What follows belongs to an exercise in optimizing a design on an open flow for small area; a production flow would make more cautious choices.
Function was checked by simulation only, so behaviour that the tests miss may differ from the original.
The clock port is modelled as an ideal driver; clocking choices that lean on that would not hold on a real chip.
No activity file was given, so power comes from the tool's default toggle rates.

<file path="config.mk">
export PLATFORM = sky130hd
export DESIGN_NAME = cdc_codec
export DESIGN_NICKNAME = cdc_codec
export VERILOG_FILES = /design/flow/design.v
export SDC_FILE = /design/flow/constraint.sdc
export NUM_CORES = 4
export LEC_CHECK = 0
export CAP_MARGIN = 20
export CORE_MARGIN = 2
export CORE_UTILIZATION = 50
export PLACE_DENSITY = 0.65
export SLEW_MARGIN = 20
</file>
<file path="constraint.sdc">
create_clock -name core_clock -period 10.0 [get_ports {clk}]
set_input_delay 2.0000 -clock core_clock [delete_from_list [all_inputs] [get_ports {clk}]]
set_output_delay 2.0000 -clock core_clock [all_outputs]
set_load 0.01 [all_outputs]
</file>
<file path="design.v">
module cdc_codec (
    input  wire        clk,
    input  wire        rst,
    input  wire        tick,
    input  wire        rx_in,
    output wire        tx_out,
    input  wire        tx_start,
    input  wire [63:0] tx_msg,
    output reg         tx_busy,
    output wire        tx_done,
    input  wire        rx_start,
    output reg         rx_busy,
    output wire        rx_done,
    output reg         rx_valid,
    output reg  [63:0] rx_msg,
    output reg  [4:0]  rx_nnib,
    output reg  [2:0]  cause,
    output reg         cmd_reject
);
    reg [67:0] sr;      
    reg [6:0]  cnt;     
    reg [11:0] t;       
    reg [11:0] d;       
    reg [3:0]  px;      
    reg        sub;     
    reg        f1;      
    reg        f2;      
    reg        done;    
    assign tx_out  = tx_busy & f1;
    assign tx_done = done & f2;
    assign rx_done = done & ~f2;
    wire go     = tick & ~rst;
    wire idle   = ~tx_busy & ~rx_busy;
    wire acc_tx = go & idle & tx_start & ~rx_start;
    wire arm    = go & idle & rx_start & ~tx_start;
    wire arm_ok = arm & ~rx_in;
    wire arm_bz = arm & rx_in;
    wire gtx    = go & tx_busy;
    wire grx    = go & rx_busy;
    wire [11:0] t_inc  = {t[10:0], ~(t[11] ^ t[5] ^ t[3] ^ t[0])};
    wire        t_599  = (t == 12'h3af);
    wire        t_1799 = (t == 12'h8fc);
    wire        t_2999 = (t == 12'he99);
    wire        t_3999 = (t == 12'h834);     
    wire pphase  = cnt[6];                   
    wire cur_bit = pphase ? (px[3] ^ (&px[2:0])) : sr[67];
    wire found   = (cnt[1:0] == 2'd0) && ((sr[67:64] != 4'd0) || pphase);
    wire tx_sh   = sub ? ~found : t_2999;
    wire tx_fin  = gtx & t_2999 & (cnt == 7'd67);
    wire [11:0] d_inc  = {d[10:0], ~(d[11] ^ d[5] ^ d[3] ^ d[0])};
    wire        d_600  = (d == 12'h3af);
    wire        d_1400 = (d == 12'h27e);
    wire        d_3999 = (d == 12'h41a);
    wire        cls_bit = f1 & ~d_1400;
    wire        rise    = grx & ~sub & rx_in & ~t_3999;
    wire        hi_on   = grx & sub & rx_in;          
    wire        fall    = grx & sub & ~rx_in;
    wire        rx_bit  = fall & cls_bit;
    wire        cl_win  = grx & ~sub & t_3999 | fall & ~cls_bit & t_3999;
    wire        cl_stk  = hi_on & d_3999;
    wire        close   = cl_win | cl_stk;
    wire [3:0] lst    = sr[3:0];
    wire       par_ok = (px == {~|lst[2:0], ~|lst[1:0], ~lst[0], 1'b1});
    wire       frm_ok = (cnt[1:0] == 2'd0) && (cnt != 7'd124);
    wire       good   = cl_win & frm_ok & par_ok;
    wire sh    = gtx & tx_sh | rx_bit;
    wire sh_in = rx_busy & f2;
    wire sr_h = ~(sh | acc_tx | arm_ok);
    always @(posedge clk)
        sr <= ({68{sh}} & {sr[66:0], sh_in}) | ({68{acc_tx}} & {tx_msg, 4'd0}) |
              ({68{sr_h}} & sr);
    wire       cnt_up = sh & ~(rx_busy & (cnt == 7'd65));
    wire       cnt_h  = ~(cnt_up | acc_tx | arm_ok);
    wire [6:0] cnt_n  = cnt + 7'd1;
    always @(posedge clk)
        cnt <= ({7{cnt_up}} & cnt_n) | {{5{arm_ok}}, 2'b00} | ({7{cnt_h}} & cnt);
    wire px_fb = (tx_busy & pphase) | (px[3] ^ (tx_busy ? sr[67] : f2));
    wire px_h  = ~(sh | acc_tx | arm_ok);
    always @(posedge clk)
        px <= ({4{sh}} & {px[2:0], px_fb}) | ({4{px_h}} & px);
    wire t_clr = acc_tx | arm_ok | (gtx & t_2999) | rx_bit;
    wire t_up  = (gtx | grx & ~t_3999) & ~t_clr;
    wire t_h   = ~(t_up | t_clr);
    always @(posedge clk)
        t <= ({12{t_up}} & t_inc) | ({12{t_h}} & t);
    wire d_h = ~(rise | hi_on);
    always @(posedge clk)
        d <= ({12{hi_on}} & d_inc) | ({12{d_h}} & d);
    wire f1_set = acc_tx | gtx & t_2999 | hi_on & d_600;
    wire f1_clr = gtx & ((t_599 & ~cur_bit) | (t_1799 & cur_bit)) | rise;
    always @(posedge clk)
        f1 <= f1_set | (~f1_clr & f1);
    wire f2_set = tx_fin | hi_on & d_1400;
    wire f2_clr = rise | close | arm_bz;
    always @(posedge clk)
        f2 <= f2_set | (~f2_clr & f2);
    wire sub_set = acc_tx | rise;
    wire sub_clr = gtx & sub & found | arm_ok | fall;
    always @(posedge clk)
        sub <= sub_set | (~sub_clr & sub);
    always @(posedge clk)
        tx_busy <= ~rst & (acc_tx | (~tx_fin & tx_busy));
    always @(posedge clk)
        rx_busy <= ~rst & (arm_ok | (~close & rx_busy));
    always @(posedge clk)
        done <= ~rst & (tick ? (tx_fin | close | arm_bz) : done);
    always @(posedge clk)
        cmd_reject <= ~rst & (tick ? ((tx_start | rx_start) & ~idle | tx_start & rx_start) : cmd_reject);
    wire rv_upd = close | arm_bz;
    always @(posedge clk)
        rx_valid <= ~rst & (rv_upd ? good : rx_valid);
    wire [2:0] rx_cause = cl_stk ? 3'd4 : ~frm_ok ? 3'd1 : ~par_ok ? 3'd2 : 3'd0;
    wire [2:0] cause_n  = arm_bz ? 3'd5 : close ? rx_cause : 3'd0;
    wire       cause_u  = tx_fin | close | arm_bz;
    always @(posedge clk)
        cause <= {3{~rst}} & (cause_u ? cause_n : cause);
    always @(posedge clk)
        if (good) begin
            rx_msg  <= sr[67:4];
            rx_nnib <= cnt[6:2];
        end
endmodule
</file>
<file path="flow/run.sh">
#!/bin/bash
# Layout flow: the standard flow (standard.sh) with three changes to how
# the layout is built:
#  1. after the standard synthesis, its combinational gates are mapped again
#     for area (flow/resynth.sh); the registers are left as they are;
#  2. the port buffers are the smallest buffer (buf_1);
#  3. the clock tree uses small clock buffers and no dummy balancing loads.
# Each tool's output goes to a log file in this folder.
set -euo pipefail
res=orfs/results/$FLOW_PLATFORM/cdc_codec/base
bash standard.sh synth > flow_synth.log 2>&1
bash flow/resynth.sh $res/1_2_yosys.v
rm -f $res/1_synth.odb $res/1_synth.sdc
bash standard.sh \
  BUFFER_PORTS_ARGS="-buffer_cell sky130_fd_sc_hd__buf_1" \
  CTS_ARGS="-sink_clustering_enable -repair_clock_nets -buf_list {sky130_fd_sc_hd__clkbuf_4 sky130_fd_sc_hd__clkbuf_8} -dont_use_dummy_load" \
  finish > flow_finish.log 2>&1
</file>
<file path="flow/area.abc">
strash
&get -n
&st
&syn2
&dch -f
&nf -R 2000 -a
&put
</file>
<file path="flow/resynth.sh">
#!/bin/bash
# Re-map the combinational logic of the standard synthesis netlist for area.
# The flip-flops are kept as they are (same cells, same instance names); only
# the gates between them are taken apart and mapped again by ABC with
# flow/area.abc.
set -euo pipefail
net=$1
lib=$FLOW_HOME/platforms/$FLOW_PLATFORM/lib/sky130_fd_sc_hd__tt_025C_1v80.lib
here=$(cd "$(dirname "$0")" && pwd)
du=""
for c in $(sed -n '/DONT_USE_CELLS += /,/^#/p' $FLOW_HOME/platforms/$FLOW_PLATFORM/config.mk | grep -o 'sky130_fd_sc_hd__[a-z0-9_]*'); do
  du="$du -dont_use $c"
done
ffs=$(grep -o 'sky130_fd_sc_hd__[a-z0-9_]*df[a-z0-9_]*' $net | sort -u | tr '\n' ' ')
cp $net $net.standard
cat > resynth.ys <<X
read_liberty -ignore_miss_func -overwrite -setattr liberty_cell $lib
read_verilog $net.standard
hierarchy -top $FLOW_TOP
blackbox $ffs
flatten
opt -purge
abc -liberty $lib $du -script $here/area.abc
opt_clean -purge
hilomap -singleton -hicell sky130_fd_sc_hd__conb_1 HI -locell sky130_fd_sc_hd__conb_1 LO
stat -liberty $lib
write_verilog -noattr -nohex -nodec $net
X
yosys -s resynth.ys > resynth.log 2>&1
</file>
<file path="standard.sh">
#!/bin/bash
# synth_recipe.tcl (not shown) runs the flow's synth.tcl, then flattens the netlist and writes it again
# the make line also repeats each setting of config.mk as NAME=value (left out here)
make -C /OpenROAD-flow-scripts/flow DESIGN_CONFIG=/design/flow/config.mk WORK_HOME=/design/flow/orfs CLKGATE_MAP_FILE= SYNTH_SCRIPT=/design/flow/synth_recipe.tcl "${@:-finish}"
</file>
==> impl_metrics.py, run 1 <==
metrics = {
    "drt": {
        "ant_nets": 0,
        "routed_wl_um": 13500,
        "viasPerCell": 5.55,
        "drc": 0,
        "vias": 4803,
        "drt-wirelength-per-cell_um": 15.6,
        "drt_iter0_drc": 570,
        "drt-pass1-iter-count": 6,
    },
    "synth": {
        "yosysWarnings": 1,
        "syn_area_per_cell_um2": 12.3,
        "synth_nets": 593,
        "syn-instance-count": 523,
        "syn-cell-area_mm2": 0.00642,
    },
    "grt": {
        "antenna_found_initial": 0,
        "track_usage_pct": 19.7,
        "grt_pass1_wl_um": 21800,
        "grt_overflow": 0,
        "grt_max_degree": 82,
        "grt_pass1_vias": 4362,
    },
    "power": {
        "power_leakage_nw": 2.60,
        "cellPowerDensity_mw_per_mm2": 186,
        "peakVddDrop_mv": 0.0764,
    },
    "place": {
        "portBuffers": 148,
        "gp_congestion": 0.803,
        "place_area_mm2": 0.00725,
        "place_ws_ns": 4.64,
        "dp_hpwl_um": 8830,
    },
    "cells_and_area": {
        "nNetsFinal": 765,
        "drive_above_1_share_pct": 3.75,
        "postLayoutCellArea_mm2": 0.00748,
        "diodes": 0,
        "area_growth_pct": 16.5,
    },
    "die": {
        "start_util_pct": 51.1,
        "core_area_mm2": 0.0126,
        "ios": 149,
        "die-area_mm2": 0.0138,
        "rows": 41,
        "die_h_um": 117,
        "die_w_um": 117,
    },
    "setup_path": {
        "startpoint_type": "input pin",
        "cp_max_fo": 81,
        "path_class": "input pin to flop",
        "arrival_ns": 5.22,
        "crit_required_ns": 10.33,
        "endpoint_kind": "flop",
    },
    "clocking": {
        "cts_sinks": 183,
        "cts-resized-gates": 0,
        "clk_pin_slew_worst_paths_ns": 0.08,
        "post_cts_buffers": 0,
        "cts_tree": "yes",
        "cts_root_buffer": "clkbuf_8",
        "ctsHoldBuffers": 0,
        "htreeDepth": 4,
        "numCtsBuffers": 17,
        "clockBufferDepth": 2,
        "worstSkewPairLatency_ns": 0.45,
    },
    "sta": {
        "finalWorstSetupSlack_ns": 5.11,
        "tightest_slew_ns": 0.835,
        "hold-worst-slack_ns": 0.454,
        "setup_viol": 0,
        "final_hold_viol_count": 0,
        "fin_crit_sh_pct": 48.9,
        "fin_setup_tns_ns": 0,
        "fin_skew_ns": 0.0212,
        "relSlewSlack_pct": 44.4,
        "fmax_mhz": 204,
        "finalCriticalPeriod_ns": 4.89,
        "rsz0062_at_grt": "no",
        "slew_violations": 0,
    },
    "job": {
        "maxCapViolations": 0,
    },
    "hold_path": {
        "hold_class": "flop to flop",
    },
    "status": {
        "status": "complete, no violations",
    },
}
[worst max-delay path: stages]
cell	delay [ns]
buf_1	0.16
nor2b_1	0.36
nand2_1	0.18
or4_1	0.63
nor2_1	0.13
a211o_2	0.11
buf_4	0.65
nor2_4	0.06
buf_4	0.36
a222oi_1	0.40
clkinv_1	0.13
[per-stage QoR]
step / utilization, % / std cells / power, mW
floorplan: - / 523 / 0.998
global placement: 57.7 / 848 / 1.03
detailed placement: 57.7 / 848 / 1.04
CTS: 59.5 / 865 / 1.40
global route: 59.5 / 865 / 1.45
finish: 59.5 / 865 / 1.39
[report_power, final]
| group | leakage [nW] | internal (mW) | total (mW) | switching (mW) |
|---|---|---|---|---|
| clock | 0.122 | 0.150 | 0.366 | 0.215 |
| sequential | 1.57 | 0.854 | 0.911 | 0.0574 |
| combinational | 0.912 | 0.0569 | 0.115 | 0.0579 |
[flip-flops by register name, summed over array words and instances (netlist names), 3 cells and up]
register  cells
cnt           7
rx_nnib       5
t            12
cause         3
d            12
sr           68
rx_msg       64
px            4
[final cells by class]
cell class              instances  area (um^2)
clock buffers                  17          234
fillers                      1089         5090
inverters                      68          255
multi-input cells             272         1830
flip-flops and latches        183         4350
well taps                     172          215
repair buffers                153          593
[path summary, 6_finish.rpt]
path | cells after the start | from | slack [ns] | end
setup / recovery | 11 | tick | 5.11 | sr[34]
hold / removal | 0 | sr[63] | 0.45 | rx_msg[59]
setup reg to reg | 8 | t[1] | 6.23 | rx_msg[39]
hold reg to reg | 0 | sr[63] | 0.45 | rx_msg[59]
[layer usage]
layer	vias to the layer above	routed length [um]	global-route usage, %	part of all wire (%)
li1	2368	-	-	-
met1	2245	6160	25.9	46
met2	171	6210	31.2	46
met3	19	839	5.45	6.2
met4	0	260	7.53	1.9
met5	-	0	0	0
[placed cells by master (no fill, tap or decap), types with 5 or more instances in the layout]
| master | n |
|---|---|
| nand2b_1 | 5 |
| a222oi_1 | 64 |
| nor2_1 | 23 |
| buf_4 | 5 |
| clkbuf_8 | 17 |
| nand3_1 | 18 |
| xor2_1 | 6 |
| o21ai_0 | 23 |
| clkinv_1 | 68 |
| edfxtp_1 | 69 |
| buf_1 | 148 |
| a22o_1 | 17 |
| nor3_1 | 6 |
| dfxtp_1 | 114 |
| nand2_1 | 51 |
==> run 2, diff against run 1 <==
--- a/flow/run.sh
+++ b/flow/run.sh
@@ -14,4 +14,4 @@
 bash standard.sh \
   BUFFER_PORTS_ARGS="-buffer_cell sky130_fd_sc_hd__buf_1" \
-  CTS_ARGS="-sink_clustering_enable -repair_clock_nets -buf_list {sky130_fd_sc_hd__clkbuf_4 sky130_fd_sc_hd__clkbuf_8} -dont_use_dummy_load" \
+  CTS_ARGS="-sink_clustering_enable -repair_clock_nets -buf_list sky130_fd_sc_hd__clkbuf_8 -dont_use_dummy_load" \
   finish > flow_finish.log 2>&1
--- a/config.mk
+++ b/config.mk
@@ -8,5 +8,4 @@
 export CAP_MARGIN = 20
 export CORE_MARGIN = 2
-export CORE_UTILIZATION = 50
-export PLACE_DENSITY = 0.65
+export CORE_UTILIZATION = 40
 export SLEW_MARGIN = 20
==> run 2 against run 1 <==
  * Largest power group unchanged
  * Die area increased by 24%
  * Wire length rose by 8.9%
  * Still clean
  * Worst setup slack worse by 0.21 ns
  * Clock power hardly changed
  * Sequential power hardly changed
  * Global-route usage fell by 2.9 points
  * First-iteration DRC count grew 2.5%
  * Count of clock-buffer cells in the layout unchanged
  * Sequential cell count unchanged
  * Critical path depth unchanged
==> impl_metrics.py, run 2 <==
metrics = {
    "drt": {
        "drt_iter0_drc": 584,
        "drt-wirelength-per-cell_um": 16.1,
        "routed_wl_um": 14700,
        "drt-pass1-iter-count": 6,
        "ant_nets": 0,
        "viasPerCell": 5.42,
        "drc": 0,
        "vias": 4924,
    },
    "grt": {
        "grt_overflow": 0,
        "grt_max_degree": 82,
        "grt_pass1_vias": 4444,
        "grt_pass1_wl_um": 22200,
        "track_usage_pct": 16.8,
        "antenna_found_initial": 0,
    },
    "power": {
        "power_leakage_nw": 2.60,
        "cellPowerDensity_mw_per_mm2": 185,
        "peakVddDrop_mv": 0.0784,
    },
    "clocking": {
        "worstSkewPairLatency_ns": 0.45,
        "numCtsBuffers": 17,
        "cts_root_buffer": "clkbuf_8",
        "clockBufferDepth": 2,
        "clk_pin_slew_worst_paths_ns": 0.09,
        "cts_sinks": 183,
        "cts-resized-gates": 0,
        "htreeDepth": 4,
        "ctsHoldBuffers": 0,
        "cts_tree": "yes",
        "post_cts_buffers": 0,
    },
    "setup_path": {
        "worstReg2RegEnd": "rx_msg[6]",
        "max_stage_delay_ns": 0.65,
        "crit_required_ns": 10.32,
        "cp.buffers_inverters": 4,
        "crit_top_cell": "buf_4",
        "crit_family": "simple AND/OR/NAND/NOR gates",
        "crit_slowest_cell": "buf_4",
        "endpoint_kind": "flop",
        "cp-endpoint": "sr[34]",
        "arrival_ns": 5.43,
        "path_cells": "buf_1, nor2b_1, nand2_1, or4_1, nor2_1, a211o_2, buf_4, nor2_4, buf_4, a222oi_1, clkinv_1",
        "r2r_setup_slack_ns": 6.32,
        "startpoint_type": "input pin",
        "path_depth": 11,
        "cp_max_fo": 81,
        "crit_path_start": "tick",
        "rr_startpoint": "d[8]",
        "path_class": "input pin to flop",
        "reg2reg_depth": 9,
    },
    "sta": {
        "fin_setup_tns_ns": 0,
        "relSlewSlack_pct": 37.4,
        "fin_crit_sh_pct": 51.1,
        "setup_viol": 0,
        "final_hold_viol_count": 0,
        "slew_violations": 0,
        "fmax_mhz": 196,
        "tightest_slew_ns": 0.939,
        "fin_skew_ns": 0.0303,
        "finalCriticalPeriod_ns": 5.11,
        "rsz0062_at_grt": "no",
    },
    "cells_and_area": {
        "regMostFlops": "sr",
        "post-route-util_pct": 47.8,
        "area_growth_pct": 17.4,
        "diodes": 0,
        "largest_register_ffs": 68,
        "nNetsFinal": 765,
        "drive_above_1_share_pct": 3.75,
        "final_common_cell": "buf_1",
        "reg_top3": "sr (68), rx_msg (64)",
        "final_cell_mix": "148 x buf_1, 114 x dfxtp_1, 69 x edfxtp_1",
    },
    "die": {
        "die_h_um": 131,
        "die-area_mm2": 0.0171,
        "ios": 149,
        "start_util_pct": 40.7,
        "die_w_um": 131,
        "rows": 46,
        "core_area_mm2": 0.0158,
    },
    "hold_path": {
        "hold_class": "flop to flop",
        "hp-start": "sr[43]",
    },
    "place": {
        "dp_hpwl_um": 9740,
        "gp_congestion": 0.811,
        "portBuffers": 148,
    },
    "status": {
        "status": "complete, no violations",
    },
    "synth": {
        "yosysWarnings": 1,
        "syn_area_per_cell_um2": 12.3,
        "syn-instance-count": 523,
        "synth_nets": 593,
        "syn-cell-area_mm2": 0.00642,
    },
    "job": {
        "maxCapViolations": 0,
    },
}
-- run 2: per-stage QoR --
| stage | setup slack, ns | hold slack, ns | total power [mW] | instance area [um^2] | std cells |
|---|---|---|---|---|---|
| after CTS | 4.94 | 0.453 | 1.41 | 7540 | 909 |
| after detailed placement | 4.46 | 0.446 | 1.05 | 7300 | 892 |
| final | 4.89 | 0.453 | 1.40 | 7540 | 909 |
| after global placement | 4.57 | 0.442 | 1.04 | 7300 | 892 |
| after global routing | 4.57 | 0.458 | 1.47 | 7540 | 909 |
| after floorplan | 3.54 | 0.430 | 0.998 | 6420 | 523 |
-- run 2: where the power goes --
group          internal, mW  switching (mW)  total [mW]
Combinational        0.0568          0.0581       0.115
Sequential            0.854          0.0604       0.914
Clock                 0.151           0.216       0.367
Total                  1.06           0.334        1.40
-- run 2: metal layers --
metal  vias to the layer above  part of all wire, %  track usage (%)
met3                        12                  7.4             4.72
met4                         0                  1.0             4.82
met5                         -                    0                0
met2                       200                   47             27.4
li1                       2360                    -                -
met1                      2352                   44             22.1
-- run 2: layout make-up --
cell class / count / area [um^2]
fillers: 1488 / 8230
clock buffers: 17 / 234
multi-input cells: 272 / 1830
repair buffers: 153 / 593
well taps: 216 / 270
inverters: 68 / 255
flip-flops and latches: 183 / 4350
-- run 2: worst min-delay path by stage --
stage,end,slack [ns],cells past startpoint
final,rx_msg[39],0.45,0
after global routing,rx_msg[4],0.46,0
after CTS,rx_msg[39],0.45,0
after detailed placement,rx_msg[4],0.45,0
after global placement,rx_msg[9],0.44,0
after floorplan,rx_msg[30],0.43,0
-- run 2: worst reg2reg max path: cells and delay by family (launching register included) --
kind / cells / cell delay, ns
simple gates: 6 / 1.82
buf+inv: 1 / 0.70
compound gates: 2 / 0.36
flops: 1 / 0.35
==> run 3, diff against run 2 <==
--- a/flow/run.sh
+++ b/flow/run.sh
@@ -5,5 +5,7 @@
 #     for area (flow/resynth.sh); the registers are left as they are;
 #  2. the port buffers are the smallest buffer (buf_1);
-#  3. the clock tree uses small clock buffers and no dummy balancing loads.
+#  3. the clock tree uses small clock buffers and no dummy balancing loads;
+#     after it is built, flow/fix_clk.tcl sizes up the clock buffers whose
+#     flip-flop clock pins would see a slow edge.
 # Each tool's output goes to a log file in this folder.
 set -euo pipefail
@@ -14,4 +16,5 @@
 bash standard.sh \
   BUFFER_PORTS_ARGS="-buffer_cell sky130_fd_sc_hd__buf_1" \
-  CTS_ARGS="-sink_clustering_enable -repair_clock_nets -buf_list sky130_fd_sc_hd__clkbuf_8 -dont_use_dummy_load" \
+  POST_CTS_TCL="$PWD/flow/fix_clk.tcl" \
+  CTS_ARGS="-sink_clustering_enable -repair_clock_nets -buf_list sky130_fd_sc_hd__clkbuf_4 -dont_use_dummy_load" \
   finish > flow_finish.log 2>&1
==> flow/fix_clk.tcl (new file) <==
# POST_CTS hook: size up the clock buffers whose flip-flop clock pins would
# see a slow edge, then legalize the placement again.
proc clk_worst_sink_slew { inst } {
  set worst 0.0
  foreach out [get_pins -of_objects $inst -filter "direction==output"] {
    set net [get_nets -of_objects $out]
    foreach p [get_pins -of_objects $net -filter "direction==input"] {
      set s [get_property $p slew_max]
      if { $s > $worst } { set worst $s }
    }
  }
  return $worst
}
for { set pass 0 } { $pass < 3 } { incr pass } {
  estimate_parasitics -placement
  set changed 0
  foreach inst [get_cells *] {
    set m [get_property $inst ref_name]
    if { $m eq "sky130_fd_sc_hd__clkbuf_4" || $m eq "sky130_fd_sc_hd__clkbuf_8" } {
      if { [clk_worst_sink_slew $inst] > 0.110 } {
        set to [expr { $m eq "sky130_fd_sc_hd__clkbuf_4" ? "sky130_fd_sc_hd__clkbuf_8" : "sky130_fd_sc_hd__clkbuf_16" }]
        puts "fix_clk: [get_full_name $inst] $m -> $to"
        replace_cell $inst $to
        incr changed
      }
    }
  }
  if { $changed == 0 } { break }
  detailed_placement
}
estimate_parasitics -placement
--- a/config.mk
+++ b/config.mk
@@ -8,4 +8,5 @@
 export CAP_MARGIN = 20
 export CORE_MARGIN = 2
-export CORE_UTILIZATION = 40
+export CORE_UTILIZATION = 50
+export PLACE_DENSITY = 0.65
 export SLEW_MARGIN = 20
==> run 3 against run 2 <==
  * Global-route usage grew 2.8 points
  * Combinational power is essentially flat
  * Final cell count shrank 4.8%
  * Non-clock buffer count is the same
  * Still clean
  * Worst hold slack lost 0.0030 ns
  * Sequential power is essentially flat
  * Critical endpoint unchanged
  * Die area shrank 19%
  * Clock power shrank 5.7%
  * Wire length shrank 8.3%
==> impl_metrics.py, run 3 <==
metrics = {
    "drt": {
        "drt_iter0_drc": 636,
        "wl_met3_um": 863,
        "route.met2.wl_um": 6270,
        "ant_nets": 0,
        "routed_wl_um": 13400,
        "met1Wirelength_um": 6080,
        "vias": 4839,
        "drt-wirelength-per-cell_um": 15.5,
        "drt-pass1-iter-count": 8,
        "drc": 0,
        "viasPerCell": 5.59,
        "topRoutingLayerUsed": "met4",
    },
    "sta": {
        "finalWorstSetupSlack_ns": 5.04,
        "fin_skew_ns": 0.0342,
        "final_hold_viol_count": 0,
        "setup_viol": 0,
        "slew_violations": 0,
        "finalCriticalPeriod_ns": 4.96,
        "fin_crit_sh_pct": 49.6,
        "fin_setup_tns_ns": 0,
        "tightest_slew_ns": 0.849,
        "relSlewSlack_pct": 43.4,
        "rsz0062_at_grt": "no",
        "fmax_mhz": 202,
    },
    "clocking": {
        "clk_pin_slew_worst_paths_ns": 0.10,
        "cts_sinks": 183,
        "cts_tree": "yes",
        "worstSkewPairLatency_ns": 0.39,
    },
    "place": {
        "portBuffers": 148,
        "gp_congestion": 0.803,
        "dp_hpwl_um": 8830,
        "place_ws_ns": 4.64,
    },
    "cells_and_area": {
        "largest_register_ffs": 68,
        "drive_above_1_share_pct": 3.75,
        "nFillCells": 1089,
        "post-route-util_pct": 59.3,
        "nNetsFinal": 765,
        "final_cell_mix": "148 x buf_1, 114 x dfxtp_1, 69 x edfxtp_1",
        "reg_top3": "sr (68), rx_msg (64)",
        "area_growth_pct": 16.1,
        "final_common_cell": "buf_1",
        "regMostFlops": "sr",
        "diodes": 0,
    },
    "die": {
        "core_area_mm2": 0.0126,
        "die-area_mm2": 0.0138,
        "ios": 149,
        "start_util_pct": 51.1,
        "die_h_um": 117,
        "die_w_um": 117,
        "rows": 41,
    },
    "setup_path": {
        "crit_required_ns": 10.24,
        "max_stage_delay_ns": 0.64,
        "path_cells": "buf_1, nor2b_1, nand2_1, or4_1, nor2_1, a211o_2, buf_4, nor2_4, buf_4, a222oi_1, clkinv_1",
        "endpoint_kind": "flop",
        "cp.buffers_inverters": 4,
        "crit_top_cell": "buf_4",
        "crit_family": "simple AND/OR/NAND/NOR gates",
        "path_class": "input pin to flop",
        "crit_slowest_cell": "buf_4",
        "arrival_ns": 5.20,
        "startpoint_type": "input pin",
        "cp_max_fo": 81,
    },
    "grt": {
        "antenna_found_initial": 0,
        "grt_pass1_wl_um": 21700,
        "grt_pass1_vias": 4360,
        "grt_max_degree": 82,
        "grt_overflow": 0,
        "track_usage_pct": 19.6,
    },
    "power": {
        "peakVddDrop_mv": 0.0751,
        "cellPowerDensity_mw_per_mm2": 184,
        "power_leakage_nw": 2.59,
    },
    "synth": {
        "syn-cell-area_mm2": 0.00642,
        "syn_area_per_cell_um2": 12.3,
        "synth_nets": 593,
        "syn-instance-count": 523,
        "yosysWarnings": 1,
    },
    "hold_path": {
        "hold_class": "flop to flop",
    },
    "job": {
        "maxCapViolations": 0,
    },
    "status": {
        "status": "complete, no violations",
    },
}
-- run 3: per-layer routing --
| metal | global-route usage [%] | vias up |
|---|---|---|
| li1 | - | 2362 |
| met1 | 26.1 | 2282 |
| met2 | 30.7 | 177 |
| met3 | 5.30 | 18 |
| met4 | 7.53 | 0 |
| met5 | 0 | - |
-- run 3: power breakdown --
part	total, mW	internal [mW]	switching, mW
Combinational	0.114	0.0569	0.0575
Clock	0.346	0.136	0.211
Sequential	0.911	0.854	0.0576
-- run 3: metrics by stage --
step	cell area, um^2	hold slack (ns)	instances	total power [mW]
3_3_place_gp	7250	0.440	848	1.03
3_5_place_dp	7250	0.442	848	1.04
6_report	7460	0.450	865	1.37
2_1_floorplan	6420	0.430	523	0.998
5_1_grt	7460	0.454	865	1.44
-- run 3: layout make-up --
type	count	area, um^2	share of cell area (%)
Inverter	68	255	3.42
Clock buffer	17	208	2.79
Tap cell	172	215	2.89
Multi-Input combinational cell	272	1830	24.6
Sequential cell	183	4350	58.4
Timing Repair Buffer	153	593	7.95
-- run 3: final timing paths --
path | from | endpoint | slack [ns] | cells past startpoint
setup reg to reg | t[4] | rx_msg[9] | 6.23 | 7
hold reg to reg | sr[11] | rx_msg[7] | 0.45 | 0
hold / removal | sr[11] | rx_msg[7] | 0.45 | 0
setup / recovery | tick | sr[34] | 5.04 | 11
-- run 3: worst register-to-register path, cell delays in order, from the launching register on --
cell,delay [ns]
dfxtp_1,0.41
nand3_1,0.11
nor4_1,0.31
nor4b_1,0.51
nand4_1,0.34
or4_1,0.66
nor2_4,0.29
buf_4,0.71
==> run 4, diff against run 3 <==
==> flow/area.abc (replaced) <==
strash
&get -n
&st
&syn2
&dch -f
&nf -R 1000
&put
strash
&get -n
&st
&syn2
&dch -f
&nf -R 1000
&put
--- a/flow/fix_clk.tcl
+++ b/flow/fix_clk.tcl
@@ -6,4 +6,5 @@
     set net [get_nets -of_objects $out]
     foreach p [get_pins -of_objects $net -filter "direction==input"] {
+      if { ![string match "*CLK" [get_full_name $p]] } { continue }
       set s [get_property $p slew_max]
       if { $s > $worst } { set worst $s }
@@ -18,5 +19,5 @@
     set m [get_property $inst ref_name]
     if { $m eq "sky130_fd_sc_hd__clkbuf_4" || $m eq "sky130_fd_sc_hd__clkbuf_8" } {
-      if { [clk_worst_sink_slew $inst] > 0.110 } {
+      if { [clk_worst_sink_slew $inst] > 0.118 } {
         set to [expr { $m eq "sky130_fd_sc_hd__clkbuf_4" ? "sky130_fd_sc_hd__clkbuf_8" : "sky130_fd_sc_hd__clkbuf_16" }]
         puts "fix_clk: [get_full_name $inst] $m -> $to"
==> run 4 against run 3 <==
  * Worst setup slack gained 0.17 ns
  * Non-clock buffer count shrank 1
  * Maximum frequency grew 3.5%
  * Critical path type unchanged
  * Critical path depth shrank 1
  * Total power shrank 3.6%
==> impl_metrics.py, run 4 <==
metrics = {
    "setup_path": {
        "path_class": "input pin to flop",
        "crit_required_ns": 10.42,
        "arrival_ns": 5.21,
        "cp_max_fo": 77,
        "endpoint_kind": "flop",
        "r2r_setup_slack_ns": 5.94,
        "startpoint_type": "input pin",
    },
    "cells_and_area": {
        "regMostFlops": "sr",
        "final_cell_mix": "173 x nand2_1, 148 x buf_1, 114 x dfxtp_1",
        "instances_no_fill": 923,
        "reg_top3": "sr (68), rx_msg (64)",
        "drive_above_1_share_pct": 3.20,
        "area_growth_pct": 15.1,
        "largest_register_ffs": 68,
        "final_common_cell": "nand2_1",
        "nNetsFinal": 823,
        "diodes": 0,
    },
    "power": {
        "comb_power_share_pct": 7.1,
        "peakVddDrop_mv": 0.0642,
        "sw_frac_of_total_pct": 24.3,
        "intPower_mw": 1.00,
        "cellPowerDensity_mw_per_mm2": 177,
        "pwr-share-clk_pct": 24.0,
        "power_leakage_nw": 2.79,
        "switchingPower_uw": 321,
        "p_seq_share_pct": 68.9,
        "p_total_mw": 1.32,
    },
    "synth": {
        "synth_nets": 652,
        "syn_area_per_cell_um2": 11.2,
        "syn-instance-count": 582,
        "syn-cell-area_mm2": 0.00651,
        "yosysWarnings": 1,
    },
    "grt": {
        "track_usage_pct": 20.3,
        "grt_overflow": 0,
        "grt_pass1_wl_um": 22700,
        "antenna_found_initial": 0,
        "grt_max_degree": 78,
        "grt_pass1_vias": 4622,
    },
    "sta": {
        "fmax_mhz": 209,
        "setup_viol": 0,
        "final_hold_viol_count": 0,
        "finalCriticalPeriod_ns": 4.79,
        "slew_violations": 0,
        "hold-worst-slack_ns": 0.428,
        "tightest_slew_ns": 0.954,
        "fin_crit_sh_pct": 47.9,
        "finalWorstSetupSlack_ns": 5.21,
        "fin_setup_tns_ns": 0,
        "rsz0062_at_grt": "no",
        "fin_skew_ns": 0.0385,
        "relSlewSlack_pct": 36.4,
    },
    "drt": {
        "viasPerCell": 5.42,
        "topRoutingLayerUsed": "met4",
        "drt_iter0_drc": 420,
        "route.met2.wl_um": 6760,
        "routed_wl_um": 13800,
        "vias": 5003,
        "drc": 0,
        "wl_met3_um": 808,
        "met1Wirelength_um": 5970,
        "drt-pass1-iter-count": 5,
        "ant_nets": 0,
        "drt-wirelength-per-cell_um": 14.9,
    },
    "clocking": {
        "worstSkewPairLatency_ns": 0.58,
        "clk_pin_slew_worst_paths_ns": 0.11,
        "cts_sinks": 183,
        "cts_tree": "yes",
    },
    "die": {
        "die_w_um": 118,
        "die_h_um": 118,
        "rows": 41,
        "start_util_pct": 51.4,
        "core_area_mm2": 0.0127,
        "ios": 149,
        "die-area_mm2": 0.0139,
    },
    "job": {
        "maxCapViolations": 0,
    },
    "place": {
        "dp.cells": 906,
        "dp_hpwl_um": 8900,
        "gp_congestion": 0.796,
        "place_ws_ns": 4.61,
        "portBuffers": 148,
    },
    "hold_path": {
        "hold_class": "flop to flop",
    },
    "status": {
        "status": "complete, no violations",
    },
}
-- run 4: path summary, 6_finish.rpt --
check,startpoint,endpoint,cells after the start
setup / recovery,tick,cnt[4],10
hold / removal,sr[14],rx_msg[10],0
setup reg to reg,t[8],rx_nnib[0],7
hold reg to reg,sr[14],rx_msg[10],0
-- run 4: critical path: stages --
cell and delay (ns):
buf_1 0.18, nor2b_1 0.43, nand2_1 0.18, or4_1 0.64, o211ai_1 0.20, buf_4 0.67
nor3_2 0.10, buf_4 0.39, o21ai_0 0.25, o311ai_0 0.16
-- run 4: layout make-up --
type | instances | area, um^2
Inverter | 2 | 7.51
Fill cell | 1124 | 5180
Multi-Input combinational cell | 397 | 2150
Sequential cell | 183 | 4350
Tap cell | 172 | 215
Clock buffer | 17 | 171
Timing Repair Buffer | 152 | 586
-- run 4: power groups by stage --
stage	combinational [mW]	sequential, mW	clock, mW
final	0.0945	0.910	0.317
after global placement	0.0903	0.924	0
after detailed placement	0.0949	0.928	0
after floorplan	0.0673	0.912	0
after global routing	0.112	0.922	0.358
-- run 4: metal layers --
metal	track usage (%)	up-vias
met5	0	-
met4	7.08	0
met3	5.23	18
met2	32.6	162
met1	26.6	2339
li1	-	2484
-- run 4: through the flow --
stage | area (um^2) | util (%)
5_1_grt | 7490 | 59.1
2_1_floorplan | 6510 | -
6_report | 7490 | 59.1
3_3_place_gp | 7320 | 57.7
3_5_place_dp | 7320 | 57.7
==> run 5, diff against run 4 <==
--- a/config.mk
+++ b/config.mk
@@ -6,7 +6,7 @@
 export NUM_CORES = 4
 export LEC_CHECK = 0
-export CAP_MARGIN = 20
+export CAP_MARGIN = 0
 export CORE_MARGIN = 2
 export CORE_UTILIZATION = 50
 export PLACE_DENSITY = 0.65
-export SLEW_MARGIN = 20
+export SLEW_MARGIN = 0
==> run 5 against run 4 <==
  * Design area unchanged
  * Via count unchanged
  * Worst hold slack unchanged
  * Maximum frequency stayed put
  * Non-clock buffer count unchanged
  * Utilization stayed put
  * First-iteration DRC count did not move
  * Clock power is essentially flat
  * Largest cell class unchanged
  * Largest power group unchanged
  * Highest routed layer unchanged
==> impl_metrics.py, run 5 <==
metrics = {
    "cells_and_area": {
        "nNetsFinal": 823,
        "reg_top3": "sr (68), rx_msg (64)",
        "final_common_cell": "nand2_1",
        "postLayoutCellArea_mm2": 0.00749,
        "regMostFlops": "sr",
        "instances_no_fill": 923,
        "largest_register_ffs": 68,
        "drive_above_1_share_pct": 3.20,
        "final_cell_mix": "173 x nand2_1, 148 x buf_1, 114 x dfxtp_1",
        "area_growth_pct": 15.1,
        "diodes": 0,
    },
    "sta": {
        "rsz0062_at_grt": "no",
        "fin_skew_ns": 0.0385,
        "final_hold_viol_count": 0,
        "setup_viol": 0,
        "slew_violations": 0,
        "finalCriticalPeriod_ns": 4.79,
        "tightest_slew_ns": 0.954,
        "fin_setup_tns_ns": 0,
        "fin_crit_sh_pct": 47.9,
        "relSlewSlack_pct": 36.4,
        "fmax_mhz": 209,
    },
    "drt": {
        "viasPerCell": 5.42,
        "drt_iter0_drc": 420,
        "ant_nets": 0,
        "drt-wirelength-per-cell_um": 14.9,
        "vias": 5003,
        "drt-pass1-iter-count": 5,
        "routed_wl_um": 13800,
        "drc": 0,
    },
    "clocking": {
        "worstSkewPairLatency_ns": 0.58,
        "cts_sinks": 183,
        "cts_tree": "yes",
        "clk_pin_slew_worst_paths_ns": 0.11,
    },
    "die": {
        "start_util_pct": 51.4,
        "ios": 149,
        "core_area_mm2": 0.0127,
        "die_h_um": 118,
        "die_w_um": 118,
        "rows": 41,
        "die-area_mm2": 0.0139,
    },
    "power": {
        "p_seq_share_pct": 68.9,
        "comb_power_share_pct": 7.1,
        "pwr-share-clk_pct": 24.0,
        "sw_frac_of_total_pct": 24.3,
        "switchingPower_uw": 321,
        "intPower_mw": 1.00,
        "power_leakage_nw": 2.79,
        "p_total_mw": 1.32,
        "cellPowerDensity_mw_per_mm2": 177,
        "peakVddDrop_mv": 0.0642,
    },
    "grt": {
        "antenna_found_initial": 0,
        "track_usage_pct": 20.3,
        "grt_pass1_vias": 4622,
        "grt_pass1_wl_um": 22700,
        "grt_max_degree": 78,
        "grt_overflow": 0,
    },
    "setup_path": {
        "endpoint_kind": "flop",
        "crit_required_ns": 10.42,
        "path_cells": "buf_1, nor2b_1, nand2_1, or4_1, o211ai_1, buf_4, nor3_2, buf_4, o21ai_0, o311ai_0",
        "startpoint_type": "input pin",
        "cp_max_fo": 77,
        "path_class": "input pin to flop",
        "arrival_ns": 5.21,
        "crit_slowest_cell": "buf_4",
        "max_stage_delay_ns": 0.67,
        "crit_top_cell": "buf_4",
    },
    "place": {
        "dp_hpwl_um": 8900,
        "place_area_mm2": 0.00732,
        "dp.cells": 906,
        "portBuffers": 148,
        "gp_congestion": 0.796,
    },
    "status": {
        "status": "complete, no violations",
    },
    "synth": {
        "synth_nets": 652,
        "syn-cell-area_mm2": 0.00651,
        "syn-instance-count": 582,
        "syn_area_per_cell_um2": 11.2,
        "yosysWarnings": 1,
    },
    "job": {
        "maxCapViolations": 0,
    },
    "hold_path": {
        "hold_class": "flop to flop",
    },
}
==> run 5: worst paths after layout <==
| path | start | slack, ns | depth (start not counted) | end |
|---|---|---|---|---|
| max | tick | 5.21 | 10 | cnt[4] |
| min | sr[14] | 0.43 | 0 | rx_msg[10] |
| max reg2reg | t[8] | 5.94 | 7 | rx_nnib[0] |
| min reg2reg | sr[14] | 0.43 | 0 | rx_msg[10] |
==> run 5: cell type report <==
cell class,count,area [um^2]
inverter,2,7.51
tap,172,215
timing repair buffer,152,586
clock buffer,17,171
sequential,183,4350
fill,1124,5180
multi-input combinational,397,2150
==> run 5: critical path, delay by kind of cell <==
family | cells | cell delay, ns
simple gates | 4 | 1.35
compound gates | 3 | 0.61
buf+inv | 3 | 1.24
==> run 5: power groups by stage <==
| stage | clock [mW] | sequential [mW] | combinational (mW) |
|---|---|---|---|
| after global routing | 0.358 | 0.922 | 0.112 |
| final | 0.317 | 0.910 | 0.0945 |
| after detailed placement | 0 | 0.928 | 0.0949 |
| after floorplan | 0 | 0.912 | 0.0673 |
| after global placement | 0 | 0.924 | 0.0903 |
==> run 5: routing by layer <==
| metal | up-vias | GRT usage [%] | part of all wire, % |
|---|---|---|---|
| met1 | 2339 | 26.6 | 43 |
| met4 | 0 | 7.08 | 1.6 |
| met5 | - | 0 | 0 |
| met3 | 18 | 5.23 | 5.9 |
| li1 | 2484 | - | - |
| met2 | 162 | 32.6 | 49 |
==> run 5: per-stage QoR <==
| step | util (%) | worst slack (ns) | hold WS (ns) |
|---|---|---|---|
| after floorplan | - | 0.577 | 0.429 |
| after global placement | 57.7 | 4.72 | 0.438 |
| after detailed placement | 57.7 | 4.61 | 0.439 |
| after global routing | 59.1 | 4.90 | 0.448 |
| final | 59.1 | 5.21 | 0.428 |
==> run 6, diff against run 5 <==
==> flow/area1.abc (new file) <==
strash
&get -n
&st
&syn2
&dch -f
&nf -R 2000 -a
&put
==> flow/area2.abc (new file) <==
strash
&get -n
&st
&syn2
&dch -f
&nf -R 1000
&put
strash
&get -n
&st
&syn2
&dch -f
&nf -R 1000
&put
==> flow/area3.abc (new file) <==
strash
&get -n
&deepsyn -T 60
&dch -f
&nf -R 1000
&put
==> flow/resynth.sh (replaced) <==
#!/bin/bash
# Re-map the combinational logic of the standard synthesis netlist for area.
# The flip-flops are kept as they are (same cells, same instance names); only
# the gates between them are taken apart and mapped again by ABC. Each script
# flow/area*.abc is tried and the smallest netlist is kept.
set -euo pipefail
net=$1
lib=$FLOW_HOME/platforms/$FLOW_PLATFORM/lib/sky130_fd_sc_hd__tt_025C_1v80.lib
here=$(cd "$(dirname "$0")" && pwd)
du=""
for c in $(sed -n '/DONT_USE_CELLS += /,/^#/p' $FLOW_HOME/platforms/$FLOW_PLATFORM/config.mk | grep -o 'sky130_fd_sc_hd__[a-z0-9_]*'); do
  du="$du -dont_use $c"
done
ffs=$(grep -o 'sky130_fd_sc_hd__[a-z0-9_]*df[a-z0-9_]*' $net | sort -u | tr '\n' ' ')
cp $net $net.standard
best=""
best_area=""
for script in $here/area*.abc; do
  tag=$(basename $script .abc)
  cat > resynth_$tag.ys <<X
read_liberty -ignore_miss_func -overwrite -setattr liberty_cell $lib
read_verilog $net.standard
hierarchy -top $FLOW_TOP
blackbox $ffs
flatten
opt -purge
abc -liberty $lib $du -script $script
opt_clean -purge
hilomap -singleton -hicell sky130_fd_sc_hd__conb_1 HI -locell sky130_fd_sc_hd__conb_1 LO
tee -o resynth_$tag.stat stat -liberty $lib
write_verilog -noattr -nohex -nodec resynth_$tag.v
X
  if yosys -s resynth_$tag.ys > resynth_$tag.log 2>&1; then
    area=$(grep 'Chip area' resynth_$tag.stat | awk '{print $NF}')
    nff=$(grep -c 'sky130_fd_sc_hd__[a-z0-9_]*df' resynth_$tag.v || true)
    echo "$tag area $area flops $nff" >> resynth.log
    if [[ -z "$best_area" ]] || awk "BEGIN{exit !($area < $best_area)}"; then
      best=resynth_$tag.v; best_area=$area
    fi
  fi
done
echo "kept $best ($best_area)" >> resynth.log
[[ -n "$best" ]] && cp $best $net
--- a/config.mk
+++ b/config.mk
@@ -6,7 +6,8 @@
 export NUM_CORES = 4
 export LEC_CHECK = 0
-export CAP_MARGIN = 0
+export ABC_AREA = 1
+export CAP_MARGIN = 20
 export CORE_MARGIN = 2
-export CORE_UTILIZATION = 50
-export PLACE_DENSITY = 0.65
-export SLEW_MARGIN = 0
+export CORE_UTILIZATION = 60
+export PLACE_DENSITY = 0.75
+export SLEW_MARGIN = 20
removed: flow/area.abc
==> run 6 against run 5 <==
  * Non-clock buffer count unchanged
  * Die area is 18% lower
  * Register-to-register slack gained 0.73 ns
  * Critical path type unchanged
  * Largest power group unchanged
  * Highest routed layer unchanged
==> impl_metrics.py, run 6 <==
metrics = {
    "die": {
        "core_area_mm2": 0.0103,
        "rows": 37,
        "die_h_um": 107,
        "die-area_mm2": 0.0115,
        "ios": 149,
        "die_w_um": 107,
        "start_util_pct": 61.8,
    },
    "cells_and_area": {
        "seq_area_mm2": 0.00435,
        "final_cell_mix": "148 x buf_1, 114 x dfxtp_1, 70 x clkinv_1",
        "reg_top3": "sr (68), rx_msg (64)",
        "final_common_cell": "buf_1",
        "nNetsFinal": 739,
        "area_growth_pct": 14.8,
        "drive_above_1_share_pct": 3.75,
        "regMostFlops": "sr",
        "largest_register_ffs": 68,
        "multiInputGateArea_mm2": 0.00178,
        "nFillCells": 797,
    },
    "sta": {
        "tightest_slew_ns": 1.00,
        "slew_violations": 0,
        "fin_skew_ns": 0.0368,
        "fin_crit_sh_pct": 44.9,
        "finalCriticalPeriod_ns": 4.49,
        "final_hold_viol_count": 0,
        "fin_setup_tns_ns": 0,
        "fmax_mhz": 223,
        "rsz0062_at_grt": "no",
        "setup_viol": 0,
        "relSlewSlack_pct": 32.9,
    },
    "grt": {
        "grt_overflow": 0,
        "grt_pass1_vias": 4384,
        "track_usage_pct": 23.8,
        "grt_max_degree": 76,
        "antenna_found_initial": 1,
        "grt_pass1_wl_um": 21400,
    },
    "setup_path": {
        "crit_path_start": "tick",
        "cp_max_fo": 75,
        "path_class": "input pin to flop",
        "endpoint_kind": "flop",
        "crit_required_ns": 10.43,
        "startpoint_type": "input pin",
        "rr_startpoint": "t[1]",
        "arrival_ns": 4.93,
    },
    "status": {
        "status": "complete, no violations",
    },
    "clocking": {
        "cts_sinks": 183,
        "cts_tree": "yes",
        "clk_pin_slew_worst_paths_ns": 0.11,
        "worstSkewPairLatency_ns": 0.56,
    },
    "synth": {
        "syn-cell-area_mm2": 0.00638,
        "synth_nets": 568,
        "yosysWarnings": 1,
        "syn_area_per_cell_um2": 12.8,
        "syn-instance-count": 498,
    },
    "drt": {
        "vias": 4965,
        "viasPerCell": 6.18,
        "drc": 0,
        "drt-pass1-iter-count": 14,
        "drt_iter0_drc": 725,
        "ant_nets": 0,
        "routed_wl_um": 13600,
        "drt-wirelength-per-cell_um": 16.9,
    },
    "job": {
        "maxCapViolations": 0,
    },
    "power": {
        "power_leakage_nw": 2.53,
        "cellPowerDensity_mw_per_mm2": 185,
        "peakVddDrop_mv": 0.0997,
        "p_total_mw": 1.35,
    },
    "hold_path": {
        "hp-start": "sr[5]",
        "hold_class": "flop to flop",
    },
    "place": {
        "portBuffers": 148,
        "dp_hpwl_um": 9050,
        "gp_congestion": 0.837,
    },
}
==> run 6: path summary, 6_finish.rpt <==
check                     to  slack (ns)  cells past startpoint
hold reg to reg    rx_msg[1]        0.45                      0
setup reg to reg  rx_msg[46]        6.67                      7
setup / recovery      cnt[3]        5.51                     11
hold / removal     rx_msg[1]        0.45                      0
==> run 6: critical path, cell delays in order <==
cell      delay (ns)
buf_1           0.16
nor2b_1         0.58
nand2_1         0.19
nor4_1          0.53
a31oi_1         0.08
a21o_1          0.20
nand2_2         0.10
buf_4           0.60
nand4_1         0.24
nand3_1         0.14
o211ai_1        0.10
==> run 6: per-layer routing <==
| layer | global-route usage [%] | routed length [um] |
|---|---|---|
| met5 | 0 | 0 |
| met4 | 7.79 | 199 |
| met3 | 6.63 | 1080 |
| met2 | 36.7 | 6480 |
| met1 | 32.7 | 5840 |
==> run 6: cell type report <==
| type | count | area share (%) |
|---|---|---|
| Multi-Input combinational cell | 245 | 24.3 |
| Sequential cell | 183 | 59.5 |
| Antenna cell | 1 | 0.0342 |
| Timing Repair Buffer | 152 | 8.00 |
| Tap cell | 136 | 2.32 |
| Inverter | 70 | 3.59 |
| Clock buffer | 17 | 2.26 |
==> run 6: power by group <==
part | internal [mW] | total, mW | switching (mW)
combinational | 0.0583 | 0.122 | 0.0636
clock | 0.103 | 0.308 | 0.205
sequential | 0.859 | 0.922 | 0.0631
==> run 6: metrics by stage <==
| step | std cells | worst slack [ns] | hold WS [ns] | util (%) | cell area [um^2] |
|---|---|---|---|---|---|
| floorplan | 498 | 3.32 | 0.429 | - | 6380 |
| global placement | 786 | 5.06 | 0.436 | 69.3 | 7150 |
| detailed placement | 786 | 4.96 | 0.442 | 69.3 | 7150 |
| global route | 804 | 5.17 | 0.467 | 70.9 | 7320 |
| finish | 804 | 5.51 | 0.446 | 70.9 | 7320 |
==> run 7, diff against run 6 <==
--- a/config.mk
+++ b/config.mk
@@ -9,5 +9,5 @@
 export CAP_MARGIN = 20
 export CORE_MARGIN = 2
-export CORE_UTILIZATION = 60
-export PLACE_DENSITY = 0.75
+export CORE_UTILIZATION = 50
+export PLACE_DENSITY = 0.65
 export SLEW_MARGIN = 20
==> run 7 against run 6 <==
  * Non-clock buffer count unchanged
  * Global-route usage down 3.4 points
  * Utilization down 12 points
  * Critical path type unchanged
  * Critical endpoint is now rx_nnib[2]
  * Largest cell class unchanged
==> impl_metrics.py, run 7 <==
metrics = {
    "status": {
        "status": "complete, no violations",
    },
    "setup_path": {
        "path_class": "input pin to flop",
        "startpoint_type": "input pin",
        "crit_required_ns": 10.19,
        "cp-endpoint": "rx_nnib[2]",
        "arrival_ns": 5.05,
        "worstReg2RegEnd": "rx_nnib[2]",
        "reg2reg_depth": 7,
        "cp_max_fo": 41,
        "r2r_setup_slack_ns": 6.31,
        "rr_startpoint": "t[1]",
        "crit_path_start": "tick",
        "endpoint_kind": "flop",
    },
    "die": {
        "die-area_mm2": 0.0137,
        "core_area_mm2": 0.0125,
        "die_w_um": 117,
        "ios": 149,
        "die_h_um": 117,
        "rows": 41,
        "start_util_pct": 51.0,
    },
    "sta": {
        "rsz0062_at_grt": "no",
        "slew_violations": 0,
        "setup_viol": 0,
        "relSlewSlack_pct": 30.6,
        "fin_skew_ns": 0.0402,
        "tightest_slew_ns": 1.04,
        "finalWorstSetupSlack_ns": 5.15,
        "final_hold_viol_count": 0,
        "fin_setup_tns_ns": 0,
        "finalCriticalPeriod_ns": 4.85,
        "fmax_mhz": 206,
        "hold-worst-slack_ns": 0.439,
        "fin_crit_sh_pct": 48.5,
    },
    "grt": {
        "grt_overflow": 0,
        "grt_pass1_wl_um": 21500,
        "track_usage_pct": 20.4,
        "antenna_found_initial": 0,
        "grt_pass1_vias": 4307,
        "grt_max_degree": 76,
    },
    "drt": {
        "drt-wirelength-per-cell_um": 16.2,
        "viasPerCell": 5.69,
        "routed_wl_um": 13600,
        "drc": 0,
        "vias": 4775,
        "ant_nets": 0,
        "drt_iter0_drc": 746,
        "drt-pass1-iter-count": 8,
    },
    "power": {
        "sw_frac_of_total_pct": 24.4,
        "comb_power_share_pct": 8.8,
        "cellPowerDensity_mw_per_mm2": 185,
        "peakVddDrop_mv": 0.0736,
        "power_leakage_nw": 2.54,
        "p_total_mw": 1.37,
        "p_seq_share_pct": 67.4,
        "intPower_mw": 1.03,
        "switchingPower_uw": 334,
        "pwr-share-clk_pct": 23.8,
    },
    "cells_and_area": {
        "area_growth_pct": 15.7,
        "largest_register_ffs": 68,
        "reg_top3": "sr (68), rx_msg (64)",
        "drive_above_1_share_pct": 3.75,
        "nNetsFinal": 739,
        "final_common_cell": "buf_1",
        "instances_no_fill": 839,
        "final_cell_mix": "148 x buf_1, 114 x dfxtp_1, 70 x clkinv_1",
        "regMostFlops": "sr",
        "diodes": 0,
        "post-route-util_pct": 59.0,
        "postLayoutCellArea_mm2": 0.00738,
    },
    "clocking": {
        "worstSkewPairLatency_ns": 0.59,
        "clk_pin_slew_worst_paths_ns": 0.11,
        "cts_sinks": 183,
        "cts_tree": "yes",
    },
    "place": {
        "place_area_mm2": 0.00720,
        "dp.cells": 822,
        "portBuffers": 148,
        "gp_congestion": 0.816,
        "place_ws_ns": 4.58,
        "dp_hpwl_um": 8850,
    },
    "hold_path": {
        "hold_class": "flop to flop",
    },
    "synth": {
        "synth_nets": 568,
        "syn-cell-area_mm2": 0.00638,
        "syn_area_per_cell_um2": 12.8,
        "yosysWarnings": 1,
        "syn-instance-count": 498,
    },
    "job": {
        "maxCapViolations": 0,
    },
}
[run 7: power groups by stage]
stage          Sequential (mW)  Combinational [mW]  Clock, mW
2_1_floorplan            0.918              0.0905          0
5_1_grt                  0.933               0.137      0.361
3_5_place_dp             0.936               0.120          0
6_report                 0.921               0.120      0.326
3_3_place_gp             0.932               0.115          0
[run 7: area by class of cell]
type	count	area, um^2
Inverter	70	263
Multi-Input combinational cell	245	1780
Sequential cell	183	4350
Tap cell	172	215
Timing Repair Buffer	152	586
Fill cell	1112	5130
Clock buffer	17	184
[run 7: metal layers]
layer	track usage (%)	up-vias	wire, um
li1	-	2298	-
met1	27.2	2282	5910
met2	31.6	180	6350
met3	5.72	15	1150
met4	8.39	0	174
met5	0	-	0
[run 7: worst max-delay path: stages]
cell and delay [ns]:
buf_1 0.17, nor2b_1 0.62, nand4b_1 0.25, a21oi_1 0.17, nor2_1 0.08, or3_1 0.44
nor2_4 0.68, buf_4 0.59
[run 7: how the worst min path moves through the flow]
stage | slack (ns) | endpoint | cells past startpoint | from
6_report | 0.44 | rx_msg[10] | 0 | sr[14]
5_1_grt | 0.45 | rx_msg[48] | 0 | sr[52]
3_3_place_gp | 0.44 | rx_msg[32] | 0 | sr[36]
3_5_place_dp | 0.44 | rx_msg[6] | 0 | sr[10]
2_1_floorplan | 0.43 | rx_msg[25] | 0 | sr[29]
==> run 8, diff against run 7 <==
--- a/design.v
+++ b/design.v
@@ -39,17 +39,16 @@
     wire grx    = go & rx_busy;
     wire [11:0] t_inc  = {t[10:0], ~(t[11] ^ t[5] ^ t[3] ^ t[0])};
-    wire        t_599  = (t == 12'h3af);
-    wire        t_1799 = (t == 12'h8fc);
-    wire        t_2999 = (t == 12'he99);
     wire        t_3999 = (t == 12'h834);     
+    wire [11:0] d_inc  = {d[10:0], ~(d[11] ^ d[5] ^ d[3] ^ d[0])};
+    wire        d_599  = (d == 12'h3af);     
+    wire        d_1799 = (d == 12'h8fc);
+    wire        d_2999 = (d == 12'he99);
+    wire        d_1400 = (d == 12'h27e);
+    wire        d_3999 = (d == 12'h41a);
     wire pphase  = cnt[6];                   
     wire cur_bit = pphase ? (px[3] ^ (&px[2:0])) : sr[67];
     wire found   = (cnt[1:0] == 2'd0) && ((sr[67:64] != 4'd0) || pphase);
-    wire tx_sh   = sub ? ~found : t_2999;
-    wire tx_fin  = gtx & t_2999 & (cnt == 7'd67);
-    wire [11:0] d_inc  = {d[10:0], ~(d[11] ^ d[5] ^ d[3] ^ d[0])};
-    wire        d_600  = (d == 12'h3af);
-    wire        d_1400 = (d == 12'h27e);
-    wire        d_3999 = (d == 12'h41a);
+    wire tx_sh   = sub ? ~found : d_2999;
+    wire tx_fin  = gtx & d_2999 & (cnt == 7'd67);
     wire        cls_bit = f1 & ~d_1400;
     wire        rise    = grx & ~sub & rx_in & ~t_3999;
@@ -79,14 +78,16 @@
     always @(posedge clk)
         px <= ({4{sh}} & {px[2:0], px_fb}) | ({4{px_h}} & px);
-    wire t_clr = acc_tx | arm_ok | (gtx & t_2999) | rx_bit;
-    wire t_up  = (gtx | grx & ~t_3999) & ~t_clr;
+    wire t_clr = arm_ok | rx_bit;
+    wire t_up  = grx & ~t_3999 & ~t_clr;
     wire t_h   = ~(t_up | t_clr);
     always @(posedge clk)
         t <= ({12{t_up}} & t_inc) | ({12{t_h}} & t);
-    wire d_h = ~(rise | hi_on);
+    wire d_clr = acc_tx | (gtx & d_2999) | rise;
+    wire d_up  = (gtx | hi_on) & ~d_clr;
+    wire d_h   = ~(d_up | d_clr);
     always @(posedge clk)
-        d <= ({12{hi_on}} & d_inc) | ({12{d_h}} & d);
-    wire f1_set = acc_tx | gtx & t_2999 | hi_on & d_600;
-    wire f1_clr = gtx & ((t_599 & ~cur_bit) | (t_1799 & cur_bit)) | rise;
+        d <= ({12{d_up}} & d_inc) | ({12{d_h}} & d);
+    wire f1_set = acc_tx | gtx & d_2999 | hi_on & d_599;
+    wire f1_clr = gtx & ((d_599 & ~cur_bit) | (d_1799 & cur_bit)) | rise;
     always @(posedge clk)
         f1 <= f1_set | (~f1_clr & f1);
--- a/config.mk
+++ b/config.mk
@@ -9,5 +9,5 @@
 export CAP_MARGIN = 20
 export CORE_MARGIN = 2
-export CORE_UTILIZATION = 50
-export PLACE_DENSITY = 0.65
+export CORE_UTILIZATION = 60
+export PLACE_DENSITY = 0.75
 export SLEW_MARGIN = 20
==> run 8 against run 7 <==
  * Design area is 1.4% lower
  * Critical path depth increased by 2
  * Still clean on timing, DRC and antenna
  * Critical endpoint is now sr[39]
  * Synthesized cell count is 0.80% lower
  * Maximum frequency is 9.1% higher
  * Total power grew 3.5%
==> impl_metrics.py, run 8 <==
metrics = {
    "status": {
        "status": "complete, no violations",
    },
    "place": {
        "portBuffers": 148,
        "place_ws_ns": 5.01,
        "gp_congestion": 0.826,
        "dp_hpwl_um": 9130,
        "dp.cells": 783,
    },
    "cells_and_area": {
        "nNetsFinal": 736,
        "final_common_cell": "buf_1",
        "final_cell_mix": "148 x buf_1, 114 x dfxtp_1, 69 x edfxtp_1",
        "largest_register_ffs": 68,
        "drive_above_1_share_pct": 3.92,
        "reg_top3": "sr (68), rx_msg (64)",
        "regMostFlops": "sr",
        "instances_no_fill": 801,
        "area_growth_pct": 15.0,
        "post-route-util_pct": 70.9,
    },
    "job": {
        "maxCapViolations": 0,
    },
    "die": {
        "rows": 37,
        "die_h_um": 107,
        "start_util_pct": 61.6,
        "core_area_mm2": 0.0103,
        "die-area_mm2": 0.0114,
        "die_w_um": 107,
        "ios": 149,
    },
    "sta": {
        "fin_crit_sh_pct": 44.5,
        "relSlewSlack_pct": 48.0,
        "fmax_mhz": 225,
        "slew_violations": 0,
        "finalWorstSetupSlack_ns": 5.55,
        "fin_setup_tns_ns": 0,
        "setup_viol": 0,
        "finalCriticalPeriod_ns": 4.45,
        "rsz0062_at_grt": "no",
        "tightest_slew_ns": 0.780,
        "final_hold_viol_count": 0,
        "fin_skew_ns": 0.0394,
    },
    "setup_path": {
        "reg2reg_depth": 11,
        "rr_startpoint": "d[10]",
        "crit_required_ns": 10.41,
        "path_class": "input pin to flop",
        "worstReg2RegEnd": "sr[39]",
        "endpoint_kind": "flop",
        "arrival_ns": 4.85,
        "cp_max_fo": 74,
        "startpoint_type": "input pin",
        "r2r_setup_slack_ns": 6.72,
    },
    "power": {
        "power_leakage_nw": 2.62,
        "p_total_mw": 1.41,
        "cellPowerDensity_mw_per_mm2": 194,
        "peakVddDrop_mv": 0.0908,
    },
    "drt": {
        "drt-pass1-iter-count": 9,
        "drt-wirelength-per-cell_um": 16.9,
        "ant_nets": 0,
        "routed_wl_um": 13600,
        "drt_iter0_drc": 461,
        "viasPerCell": 5.95,
        "vias": 4766,
        "drc": 0,
    },
    "grt": {
        "grt_overflow": 0,
        "grt_pass1_wl_um": 21200,
        "track_usage_pct": 23.9,
        "grt_max_degree": 75,
        "grt_pass1_vias": 4427,
        "antenna_found_initial": 0,
    },
    "clocking": {
        "cts_tree": "yes",
        "worstSkewPairLatency_ns": 0.55,
        "clk_pin_slew_worst_paths_ns": 0.11,
        "cts_sinks": 183,
    },
    "synth": {
        "syn-instance-count": 494,
        "synth_nets": 564,
        "syn_area_per_cell_um2": 12.8,
        "yosysWarnings": 1,
        "syn-cell-area_mm2": 0.00633,
    },
    "hold_path": {
        "hold_end": "rx_msg[48]",
        "hold_depth": 0,
        "hold_class": "flop to flop",
        "hp-start": "sr[52]",
    },
}
-- run 8: changes by cell type in the layout (fill, tap and decap cells not counted), moves of 3 or more --
cell and change:
a21oi_1 +3, a31oi_1 -3, and3_1 +5, nor2b_1 -3, or4_1 -3, nand3_1 -7, o21ai_0 -3, nand4b_1 -3
nor2_1 +3, or4b_1 -3, nand2_1 +8
-- run 8: metal layers --
layer,global-route usage [%],wire [um]
met4,8.72,146
met3,7.11,1310
met5,0,0
met2,38.3,6700
met1,30.9,5400
-- run 8: cell type report --
| type | instances | area, um^2 |
|---|---|---|
| Clock buffer | 17 | 171 |
| Sequential cell | 183 | 4350 |
| Antenna cell | 1 | 2.50 |
| Fill cell | 759 | 3000 |
| Inverter | 68 | 255 |
| Tap cell | 136 | 170 |
| Timing Repair Buffer | 153 | 593 |
| Multi-Input combinational cell | 243 | 1740 |
-- run 8: stage by stage --
stage	hold WS [ns]	instance area [um^2]
6_report	0.449	7280
5_1_grt	0.458	7280
3_5_place_dp	0.445	7110
3_3_place_gp	0.438	7110
2_1_floorplan	0.429	6330
-- run 8: power breakdown --
part	switching (mW)	internal, mW	leakage, nW	total (mW)
Clock	0.204	0.107	0.0963	0.311
Combinational	0.0774	0.0713	0.951	0.149
Sequential	0.0762	0.879	1.57	0.955
Total	0.358	1.06	2.62	1.41
-- run 8: critical path, stage by stage --
cell	delay (ns)
buf_1	0.11
nor2b_1	0.45
nand2_1	0.21
or3_1	0.41
nand2_2	0.07
buf_4	0.58
nor3_2	0.08
buf_4	0.37
a222oi_1	0.41
clkinv_1	0.11
-- run 8: how the worst max path moves through the flow --
stage | start | end | slack, ns
2_1_floorplan | tick | rx_msg[0] | 1.53
3_3_place_gp | rst | sr[63] | 5.17
3_5_place_dp | rst | sr[65] | 5.01
5_1_grt | rst | sr[7] | 5.31
6_report | rst | sr[39] | 5.55

static timing again, ports no longer ideal:
The flow's constraints put no driver on any port. The routed layouts listed below were extracted and timed again, unchanged, in two steps. Step 1 sets driving cells, clkbuf_16 on the clock port and buf_2 on the other inputs (assumed; they add their load-dependent delay and slew). Step 2, shift: input delay + t, output delay - t, t = (earliest + latest rising clock arrival at the registers) / 2. This alone moves slack from input paths to output paths. Slacks: no drivers / after step 1 / after step 2; pairs: no drivers / after step 1.
run	t (ns)	setup WS [ns]	hold WS [ns]	worst register clock-pin slew, ns	worst data-port slew with drivers (ns)
run 1	0.476	5.106 / 5.117 / 4.641	0.454 / 0.454 / 0.454	0.09 / 0.09	0.04
run 2	0.468	4.893 / 4.907 / 4.439	0.453 / 0.453 / 0.453	0.09 / 0.09	0.05
run 3	0.407	5.038 / 5.054 / 4.647	0.450 / 0.450 / 0.450	0.11 / 0.11	0.05
run 4	0.587	5.208 / 5.179 / 4.592	0.428 / 0.428 / 0.428	0.11 / 0.11	0.06
run 5	0.587	5.208 / 5.179 / 4.592	0.428 / 0.428 / 0.428	0.11 / 0.11	0.06
run 6	0.585	5.506 / 5.524 / 4.939	0.446 / 0.446 / 0.446	0.12 / 0.12	0.06
run 7	0.600	5.147 / 5.137 / 4.537	0.439 / 0.439 / 0.439	0.11 / 0.11	0.06
run 8	0.567	5.552 / 5.563 / 4.996	0.449 / 0.449 / 0.449	0.12 / 0.12	0.07
After both steps every run listed still meets setup and hold.
